Source: an optimization exercise on an open RTL-to-GDS flow (aim: small area). Production flows keep margins and buffers that such runs may drop.
RTL that was checked went through simulation tests only; none was proved equivalent to the original.

Design dxl_framer, start of the top module:
module dxl_framer (
    input  wire        clk,
    input  wire        rst,
    input  wire        tick,
    input  wire        start,
    input  wire        open_ok,
    input  wire        acc_valid,
    input  wire [31:0] acc_data,
    input  wire        vel_valid,
    input  wire [31:0] vel_data,
    input  wire        pos_valid,
    input  wire [31:0] pos_data,
    output wire        tx_valid,
    output reg  [7:0]  tx_data,
    output wire        tx_last,
    input  wire        tx_ready,
    input  wire        tx_done,
    input  wire        tx_fail,
    output wire        configured,
    output wire        halted,
    output wire        busy,
    output wire        rpt_valid,
    output wire [1:0]  rpt_code,
    output wire [2:0]  rpt_step
);
==> module dxl_framer, before the edit <==
module dxl_framer (
    input  wire        clk,
    input  wire        rst,
    input  wire        tick,
    input  wire        start,
    input  wire        open_ok,
    input  wire        acc_valid,
    input  wire [31:0] acc_data,
    input  wire        vel_valid,
    input  wire [31:0] vel_data,
    input  wire        pos_valid,
    input  wire [31:0] pos_data,
    output wire        tx_valid,
    output reg  [7:0]  tx_data,
    output wire        tx_last,
    input  wire        tx_ready,
    input  wire        tx_done,
    input  wire        tx_fail,
    output wire        configured,
    output wire        halted,
    output wire        busy,
    output wire        rpt_valid,
    output wire [1:0]  rpt_code,
    output wire [2:0]  rpt_step
);
  localparam [7:0] DRIVE_MODE_VALUE     = 8'h00;
  localparam [7:0] OPERATING_MODE_VALUE = 8'h04;
  reg        c_q, b_q, h_q;
  reg  [1:0] k;         
  reg        snd;       
  reg        wt;        
  reg  [6:0] cnt;       
  reg        pend;
  reg        rpt;
  reg [31:0] xa, xv, xp;    
  reg [31:0] sa, sv, sp;    
  reg  [2:0] z;             
  reg  [2:0] sz;            
  reg [15:0] crc;
  assign configured = c_q;
  assign busy       = b_q;
  assign halted     = h_q;
  assign rpt_valid  = rpt;
  assign rpt_code   = h_q ? {snd, ~snd} : 2'd3;
  assign rpt_step   = {1'b0, k};
  wire       any  = acc_valid | vel_valid | pos_valid;
  wire       idle = c_q & ~b_q;
  wire       go   = idle & (pend | any);
  wire [2:0] bitc    = cnt[2:0];
  wire [3:0] bytec   = cnt[6:3];
  wire       bit7    = (bitc == 3'd7);
  wire       sending = b_q & snd;
  wire       silent  = ~c_q & (bytec[3:2] == 2'b11 ? ~bytec[1] : (bytec == 4'd11));
  wire       is_crc  = (bytec[3:1] == 3'b111);
  wire       is_last = is_crc & bytec[0];
  wire       offer   = sending & ~wt & bit7 & ~silent;
  wire       take    = offer & tx_ready;
  wire       answer  = sending & tx_done;
  wire       snap = b_q & c_q & snd & (k == 2'd0) & (cnt == 7'd0);
  assign tx_valid = offer;
  assign tx_last  = is_last;
  wire       pay_on = c_q & ((bytec[3:2] == 2'b10) ? bytec[1] : (bytec[3:1] == 3'b110));
  wire [1:0] j      = {~bytec[1], bytec[0]};    
  wire [2:0] kon    = {(k == 2'd2) & ~sz[2], (k == 2'd1) & ~sz[1], (k == 2'd0) & ~sz[0]};
  wire [3:0]  jon = {4{pay_on}} & {j == 2'd3, j == 2'd2, j == 2'd1, j == 2'd0};
  wire [11:0] sel = {{4{kon[2]}} & jon, {4{kon[1]}} & jon, {4{kon[0]}} & jon};
  wire [7:0]  pay;
  genvar gi;
  generate
    for (gi = 0; gi < 8; gi = gi + 1) begin : g_pay
      dxl_or12 u_or12 (
        .sel(sel),
        .d({sp[24+gi], sp[16+gi], sp[8+gi], sp[gi],
            sv[24+gi], sv[16+gi], sv[8+gi], sv[gi],
            sa[24+gi], sa[16+gi], sa[8+gi], sa[gi]}),
        .y(pay[gi]));
    end
  endgenerate
  reg [7:0] hdr;
  always @(*) begin
    case (bytec)
      4'd0, 4'd1: hdr = 8'hFF;
      4'd2:       hdr = 8'hFD;
      4'd5:       hdr = c_q ? 8'h09 : 8'h06;
      4'd7:       hdr = 8'h03;
      4'd8:
        case ({c_q, k})
          3'b000, 3'b011: hdr = 8'h40;
          3'b001:  hdr = 8'h0A;
          3'b010:  hdr = 8'h0B;
          3'b100:  hdr = 8'h6C;
          3'b101:  hdr = 8'h70;
          default: hdr = 8'h74;
        endcase
      4'd10:
        case ({c_q, k})
          3'b001:  hdr = DRIVE_MODE_VALUE;
          3'b010:  hdr = OPERATING_MODE_VALUE;
          3'b011:  hdr = 8'h01;
          default: hdr = 8'h00;
        endcase
      default:    hdr = 8'h00;
    endcase
  end
  wire [7:0] hp = hdr | pay;
  always @(*)
    tx_data = hp
                  | ({8{bytec == 4'd14}} & crc[7:0])
                  | ({8{bytec == 4'd15}} & crc[15:8]);
  wire        dbit   = hp[~bitc];    
  wire        fb     = crc[15] ^ dbit;
  wire [15:0] crc_sh = {crc[14:0], 1'b0} ^ (fb ? 16'h8005 : 16'h0000);
  wire        crc_en = sending & ~wt & ~is_crc & ~silent & (~bit7 | tx_ready);
  wire       settled = cnt[0] & cnt[2] & (c_q ? cnt[4] : (cnt[5] & cnt[6]));
  wire       cnt_clr = (~c_q & ~b_q & ~h_q & start & open_ok) | go
                     | (b_q & snd & answer) | (b_q & ~snd & settled);
  wire       cnt_inc = ~cnt_clr & b_q & (snd ? (~(take & is_last) & (~bit7 | take | silent)) : tick);
  wire [6:0] cnt_d;
  dxl_cnt_next u_cnt_next (.inc(cnt_inc), .hold(~cnt_clr & ~cnt_inc), .cnt(cnt), .d(cnt_d));
  always @(posedge clk) begin
    cnt <= cnt_d;
    if (!sending)
      crc <= 16'h0000;
    else if (crc_en)
      crc <= crc_sh;
    if (acc_valid) xa <= acc_data;
    if (vel_valid) xv <= vel_data;
    if (pos_valid) xp <= pos_data;
    if (snap) begin
      sa <= xa;
      sv <= xv;
      sp <= xp;
      sz <= z;
    end
    if (rst) begin
      c_q  <= 1'b0;
      b_q  <= 1'b0;
      h_q  <= 1'b0;
      k    <= 2'd0;
      snd  <= 1'b0;
      rpt  <= 1'b0;
      pend <= 1'b0;
      z    <= 3'b111;
    end else begin
      z    <= z & ~{pos_valid, vel_valid, acc_valid};
      pend <= ~idle & (pend | any);
      rpt  <= 1'b0;
      if (~c_q & ~b_q & ~h_q) begin
        if (start) begin
          if (open_ok) begin
            b_q <= 1'b1;
            snd <= 1'b1;
            wt  <= 1'b0;
          end else begin
            h_q <= 1'b1;
            rpt <= 1'b1;
          end
        end
      end else if (go) begin
        b_q <= 1'b1;
        k   <= 2'd0;
        snd <= 1'b1;
        wt  <= 1'b0;
      end else if (b_q) begin
        if (snd) begin
          if (answer) begin
            if (tx_fail & ~c_q) begin
              b_q <= 1'b0;
              h_q <= 1'b1;
              rpt <= 1'b1;
            end else begin
              rpt <= tx_fail;
              snd <= 1'b0;
            end
          end else if (take & is_last) begin
            wt <= 1'b1;
          end
        end else if (settled) begin
          if (k == (c_q ? 2'd2 : 2'd3)) begin
            b_q <= 1'b0;
            c_q <= 1'b1;
          end else begin
            k   <= k + 2'd1;
            snd <= 1'b1;
            wt  <= 1'b0;
          end
        end
      end
    end
  end
endmodule
==> flow/config.mk <==
export PLATFORM = sky130hd
export DESIGN_NAME = dxl_framer
export DESIGN_NICKNAME = dxl_framer
export VERILOG_FILES = /design/flow/design.v
export SDC_FILE = /design/flow/constraint.sdc
export NUM_CORES = 4
export LEC_CHECK = 0
export CAP_MARGIN = 20
export CORE_MARGIN = 2
export CORE_UTILIZATION = 72
export SLEW_MARGIN = 20
==> flow/constraint.sdc <==
create_clock -name core_clock -period 10.0 [get_ports {clk}]
set_input_delay 2.0000 -clock core_clock [delete_from_list [all_inputs] [get_ports {clk}]]
set_output_delay 2.0000 -clock core_clock [all_outputs]
set_load 0.01 [all_outputs]
standard.sh (not shown) runs the stock make flow with config.mk's settings and CLKGATE_MAP_FILE= SYNTH_SCRIPT=/design/flow/synth_recipe.tcl, a recipe that flattens the netlist after the stock synthesis.
==> flow/flow/run.sh <==
#!/bin/bash
# Own layout flow:
#  3. the standard layout (standard.sh) of that netlist, with buf_1
#     port buffers and a clock tree of small clusters of clkbuf_4.
# Each tool's output is in its own log file in this folder.
set -euo pipefail
W=$(pwd)
P=$FLOW_PLATFORM

bash standard.sh synth > synth_ref.log 2>&1
mv orfs orfs_ref
cp orfs_ref/results/$P/dxl_framer/base/1_2_yosys.v ref_synth.v

ffs() { grep -E '^\s*sky130_fd_sc_hd__\S*df\S*\s' "$1" | awk '{print $1, $2}' | sort; }
area() { grep 'Chip area' "$1" | tail -1 | awk '{print $NF}'; }

NETLIST=$W/ref_synth.v
BEST=$(area orfs_ref/reports/$P/dxl_framer/base/synth_stat.txt)
echo "reference: $BEST" > netlist_choice.log
for S in flow/abc_*.abc; do
  for MODE in flat hier; do
    N=$(basename $S .abc)_$MODE
    EXTRA=""
    [ $MODE = hier ] && EXTRA="SYNTH_HIERARCHICAL=1 SYNTH_MINIMUM_KEEP_SIZE=0"
    if MY_ABC_SCRIPT=$W/$S make -C "$FLOW_HOME" DESIGN_CONFIG=$W/config.mk \
        WORK_HOME=$W/orfs_syn_$N CLKGATE_MAP_FILE= SYNTH_SCRIPT=$W/flow/my_synth.tcl \
        $EXTRA synth > synth_$N.log 2>&1 \
      && python3 flow/match_ffs.py ref_synth.v \
        orfs_syn_$N/results/$P/dxl_framer/base/1_2_yosys.v synth_$N.v > match_$N.log 2>&1 \
      && cmp -s <(ffs ref_synth.v) <(ffs synth_$N.v); then
      # the whole design's area: the last "Chip area" line of the report
      A=$(area orfs_syn_$N/reports/$P/dxl_framer/base/synth_stat.txt)
      echo "$N: $A" >> netlist_choice.log
      if awk -v a="$A" -v b="$BEST" 'BEGIN { exit !(a < b) }'; then
        BEST=$A; NETLIST=$W/synth_$N.v
      fi
    else
      echo "$N: not used (synthesis failed or flip-flops differ)" >> netlist_choice.log
    fi
  done
done
echo "using $NETLIST ($BEST)" >> netlist_choice.log

export SYNTH_NETLIST_FILES=$NETLIST
export BUFFER_PORTS_ARGS="-buffer_cell sky130_fd_sc_hd__buf_1"
export CTS_ARGS="-sink_clustering_enable -repair_clock_nets -buf_list sky130_fd_sc_hd__clkbuf_4 -sink_clustering_size 10 -sink_clustering_max_diameter 40 -dont_use_dummy_load"
bash standard.sh > standard_flow.log 2>&1
Other scripts of this flow, unchanged in this note and not shown: flow/flow/abc_a.abc, flow/flow/abc_f.abc, flow/flow/abc_g.abc, flow/flow/match_ffs.py, flow/flow/my_synth.tcl
Then changed:
--- a/flow/design.v
+++ b/flow/design.v
@@ -123,12 +123,11 @@
       default:    hdr = 8'h00;
     endcase
   end
-  wire [7:0] hp = hdr | pay;
   always @(*)
-    tx_data = hp
+    tx_data = hdr | pay
                   | ({8{bytec == 4'd14}} & crc[7:0])
                   | ({8{bytec == 4'd15}} & crc[15:8]);
-  wire        dbit   = hp[~bitc];    
+  wire        dbit   = tx_data[~bitc];
   wire        fb     = crc[15] ^ dbit;
   wire [15:0] crc_sh = {crc[14:0], 1'b0} ^ (fb ? 16'h8005 : 16'h0000);
   wire        crc_en = sending & ~wt & ~is_crc & ~silent & (~bit7 | tx_ready);
The new run produced a clean layout.
Clock-buffer cell count came out lower by 1.
Area after synthesis barely changes.
Setup slack gets worse by 240 ps.
Die area barely changes.
Via count is about the same.
Routed wire length came out lower slightly.
Non-clock buffer count is unchanged.
Only the layout flow was run in the first run of this note; the RTL was not checked for function there.

==> re-timing with driven ports <==
The results above use ideal ports. As a check the final layouts listed here were re-extracted and re-timed, cells and wires unchanged.
Step 1 sets driving cells, clkbuf_16 on the clock port and buf_2 on the other inputs (assumed; they add their load-dependent delay and slew).
Step 2 also shifts input and output timing later by t, the mid clock arrival at the registers, as if the neighbouring blocks saw the same clock.
a / b / c = no drivers / after step 1 / after step 2; a / b = the first two.
| run | t (ns) | setup slack, ns | worst setup path at the end | worst register clock-pin slew, ns | pins driven straight from the clock port |
|---|---|---|---|---|---|
| the first run | 0.635 | 4.616 / 4.582 / 5.217 | register to output | 0.10 / 0.10 | 1 |
| the second run | 0.635 | 4.380 / 4.348 / 4.983 | register to output | 0.10 / 0.10 | 1 |
After both steps every run listed still meets setup and hold.
